Source: an optimization exercise on an open RTL-to-GDS flow (aim: small area, a short achievable clock period and few clock cycles). Production flows keep margins and buffers that such runs may drop.
RTL that was checked went through simulation tests only; none was proved equivalent to the original.
Power and IR drop assume default switching activity.

==> flow/design.v (excerpt) <==
module tpb_codec (
    input  wire        clk,
    input  wire        rst,         
    input  wire        cmd_valid,
    output wire        cmd_ready,
    input  wire [31:0] cmd_word,
    input  wire [63:0] cmd_opd,
    input  wire [15:0] cmd_flen,
    input  wire        frm_valid,
    output wire        frm_ready,
    input  wire [7:0]  frm_data,
    output wire        rsp_valid,
    output wire [7:0]  rsp_status,
    output wire [63:0] rsp_res
);
clock: 70.0 ns
lec_check: 0
abc_area: 1
cap_margin: 20
core_margin: 2
core_utilization: 40
cts_buf_list: sky130_fd_sc_hd__clkbuf_16
cts_cluster_diameter: 75
cts_cluster_size: 30
place_density: 0.8
slew_margin: 20
synth_hierarchical: 1
standard.sh (not shown) runs the stock make flow with config.mk's settings and CLKGATE_MAP_FILE= SYNTH_SCRIPT=/design/flow/synth_recipe.tcl, a recipe that flattens the netlist after the stock synthesis.
==> flow/flow/run.sh <==
#!/bin/bash
# Layout flow: the standard flow (standard.sh, ORFS) with two settings
# that ORFS reads from the environment:
#  - BUFFER_PORTS_ARGS: the port buffers are sky130_fd_sc_hd__buf_2 cells
#    (every input and output port still gets its own buffer);
#  - CTS_ARGS: the clock tree is built as the standard flow builds it, but
#    without dummy load cells.
# The clock period, the SDC and every other step are the standard flow's.
set -euo pipefail
export BUFFER_PORTS_ARGS="-buffer_cell sky130_fd_sc_hd__buf_2"
export CTS_ARGS="-sink_clustering_enable -repair_clock_nets -dont_use_dummy_load -sink_clustering_size 30 -sink_clustering_max_diameter 75 -buf_list sky130_fd_sc_hd__clkbuf_16"
bash standard.sh > standard.log 2>&1
The baseline produced a clean layout.
Testbench counts at the start, summed over its fixed seeds: cycles 41,912.
Next try:
--- a/flow/design.v
+++ b/flow/design.v
@@ -32,22 +32,20 @@
     reg [3:0]  ph;                  
     reg [3:0]  dofs;                
     reg [6:0]  err;                 
     reg        rv_q;
     reg [3:0]  rs_q;
     reg [41:0] rr_q;
     reg        crdy_q;
     reg        frdy_q;
-    reg        clr_q;
-    reg [3:0]  ccnt;
+    reg        clr_q;               
     reg        in_load;
     reg [7:0]  tk;                  
-    reg        fb_v;
-    reg [7:0]  fb_d;
+    reg        fb_v;                
     reg        load_ok;
     reg        sp_pend;
     reg [2:0]  a_op;                
     reg [7:0]  a_idx;
     reg [7:0]  a_dat;
     reg        w_pend;
     reg [7:0]  w_idx;
     reg [7:0]  w_dat;
@@ -555,24 +553,24 @@
     wire       sp_clrpcr = (a_op == 3'b111);    
     wire       sp_clrerr = (a_op == 3'b110);    
     wire [7:0] raddr = w_pend ? w_idx : (fb_v ? fidx : a_idx);
     wire [7:0] rj    = raddr - 8'd12;
     wire [3:0] rring = rj[7:4];
     wire [3:0] rslot = rj[3:0] + dofs;
     wire       at_wr = (rslot == ph);                
     wire       at_rd = (rslot[2:0] == ph[2:0]);      
-    wire ld_w  = fb_v & ((fidx == 8'd0) ? (fb_d == 8'h47) : load_ok);
+    wire ld_w  = fb_v & ((fidx == 8'd0) ? (a_dat == 8'h47) : load_ok);
     wire w_go  = w_pend & at_wr & ~clr_q;
     wire sp_go = sp_pend & ~w_pend & (a_static | (~clr_q & (sp_wr ? at_wr : at_rd)));
     wire [7:0] saddr = fb_v ? fidx : a_idx;
     wire       s_we  = fb_v ? (ld_w & fb_static) : (sp_go & sp_wr & a_static);
-    wire [7:0] sbus  = fb_v ? fb_d : a_dat;
+    wire [7:0] sbus  = a_dat;
     wire       r_we  = w_go | (ld_w & ~fb_static) | (sp_go & sp_wr & ~a_static);
-    wire [7:0] rbus  = clr_q ? 8'd0 : (w_pend ? w_dat : (fb_v ? fb_d : a_dat));
+    wire [7:0] rbus  = clr_q ? 8'd0 : (w_pend ? w_dat : a_dat);
     reg [7:0] ring_rd;
     integer ri;
     always @* begin
         ring_rd = 8'd0;
         for (ri = 0; ri < NR; ri = ri + 1)
             if (rring == ri) ring_rd = ring_rd | ((rslot[3] ^ ph[3]) ? ring[ri][8] : ring[ri][0]);
     end
     reg [7:0] static_rd;
@@ -601,17 +599,17 @@
                 st_q[DIV_K-1-si] = 1'b0;
             end
         end
     end
     wire [XW-1:0] xq_next  = {xq[XW-DIV_K-1:0], st_q};
     wire          div_last = busy & (ecnt == DIV_CYC - 1);
     wire [32:0]   base_wr  = xq_next[32:0];
     wire [8:0]    ext_wr   = {st_r, xq_next[XW-1:XW-2]};
-    wire clr_first = clr_q & (ccnt == 4'd0);
+    wire clr_first = clr_q & (ph == 4'd0);
     wire clr_pcr   = sp_go & sp_clrpcr & p[3][5];
     wire [7:0] s_val = (clr_first | clr_pcr) ? 8'd0 : sbus;
     reg [7:0] pn [0:11];
     integer bi;
     always @* begin
         for (bi = 0; bi < 12; bi = bi + 1) begin
             pn[bi] = p[bi];
             if (clr_first || (s_we && saddr[3:0] == bi) || (clr_pcr && bi >= 6))
@@ -716,40 +714,36 @@
         end else begin
             xq  <= {{DIV_PAD{1'b0}}, cmd_opd};
             rem <= 7'd0;
             ecnt <= 3'd0;
         end
         sp_pend <= sp_pend_d;
         if (!sp_pend) begin
             a_idx <= cmd_word[15:8];
-            a_dat <= cmd_word[23:16];
+            a_dat <= in_load ? frm_data : cmd_word[23:16];
             a_op  <= {cmd_word[5], cmd_word[4], cmd_word[2]};
         end
         w_pend <= w_pend_d;
-        if (fb_v && fidx == 8'd0 && fb_d == 8'h47) w_pend <= 1'b0;
+        if (fb_v && fidx == 8'd0 && a_dat == 8'h47) w_pend <= 1'b0;
         if (!w_pend) begin
             w_idx <= cmd_word[15:8];
             w_dat <= cmd_word[23:16];
         end
-        fb_d <= frm_data;
         fb_v <= take & in_load;
         if (take & in_load) tk <= tk1;
         in_load <= in_load_d;
-        if (fb_v && fidx == 8'd0) load_ok <= (fb_d == 8'h47);
+        if (fb_v && fidx == 8'd0) load_ok <= (a_dat == 8'h47);
         if (!in_load) tk <= 8'd0;
         if (ld_w && fidx == 8'd12) dofs <= ph;           
         sysrst_q <= sysrst_d;
-        if (clr_q) begin
-            ccnt <= ccnt + 4'd1;
-            if (ccnt == 4'd15) clr_q <= 1'b0;
-        end
+        if (clr_q && ph == 4'd15) clr_q <= 1'b0;
         if (sysrst_q) begin
             clr_q  <= 1'b1;
-            ccnt   <= 4'd0;
+            ph     <= 4'd0;
             w_pend <= 1'b0;
         end
         if (sysrst_q || (sp_go && sp_clrerr))
             err <= 7'd0;
         else
             err <= err_eff;
         rv_q <= o_rv_d;
         rs_q <= o_rs_d;
@@ -759,29 +753,28 @@
         if (rst) begin
             ph      <= 4'd0;
             dofs    <= 4'd0;
             err     <= 7'd0;
             rv_q    <= 1'b0;
             crdy_q  <= 1'b0;
             frdy_q  <= 1'b0;
             clr_q   <= 1'b1;
-            ccnt    <= 4'd0;
             w_pend  <= 1'b0;
             in_load <= 1'b0;
             tk      <= 8'd0;
             fb_v    <= 1'b0;
             load_ok <= 1'b0;
             sp_pend <= 1'b0;
             busy    <= 1'b0;
             sysrst_q <= 1'b0;
         end
     end
     wire [7:0] tk1    = tk + 8'd1;
-    wire       ok_n   = (fb_v && fidx == 8'd0) ? (fb_d == 8'h47) : load_ok;
+    wire       ok_n   = (fb_v && fidx == 8'd0) ? (a_dat == 8'h47) : load_ok;
     wire [3:0] dofs_n = (ld_w && fidx == 8'd12) ? ph : dofs;
     wire [3:0] al     = ph + 4'd14 - dofs_n;
     wire       r_free = ~clr_q & ~w_pend;       
     wire fr_b = in_load & (tk < 8'd188) &
                 ((tk < 8'd12) | ~ok_n |
                  (r_free & ((tk == 8'd12) | (tk[3:0] == al))));
     wire fr_a = in_load & (tk < 8'd187) &
                 ((tk < 8'd11) | ~ok_n |
Global-route usage barely changes. Worst hold slack gets worse by 0.016 ns. Design area stays flat. Via count stays flat. Wire length is about the same. Combinational power fell by about 2%. Cell count stays flat. Total power hardly moves. Sequential power is about the same. Setup slack gets worse by 0.20 ns.
Function not checked in the second run of this note: the RTL went through the layout flow alone.

-- static timing again, ports no longer ideal --
How much do the figures lean on ideal ports? The routed layouts below were timed once more, with nothing changed but the port constraints.
Step 1, drivers: a clkbuf_16 drives clk and a buf_2 each remaining input, both assumed.
Step 2 times the ports against the registers' clock, not the clock port: input delays grow and output delays shrink by t, the midpoint of the rising clock arrivals with the driver on.
Three values: no drivers, after step 1, after step 2; two values: the first two.
run | shift t [ns] | setup slack, ns | worst setup path after step 2
the first run | 0.695 | 54.718 / 54.656 / 54.158 | input to register
the second run | 0.712 | 54.519 / 54.442 / 54.110 | input to register
After both steps setup and hold are still met in every run listed. For the first run, which loses most, drivers alone change the setup slack by -0.062 ns; drivers and shift together by -0.560 ns.
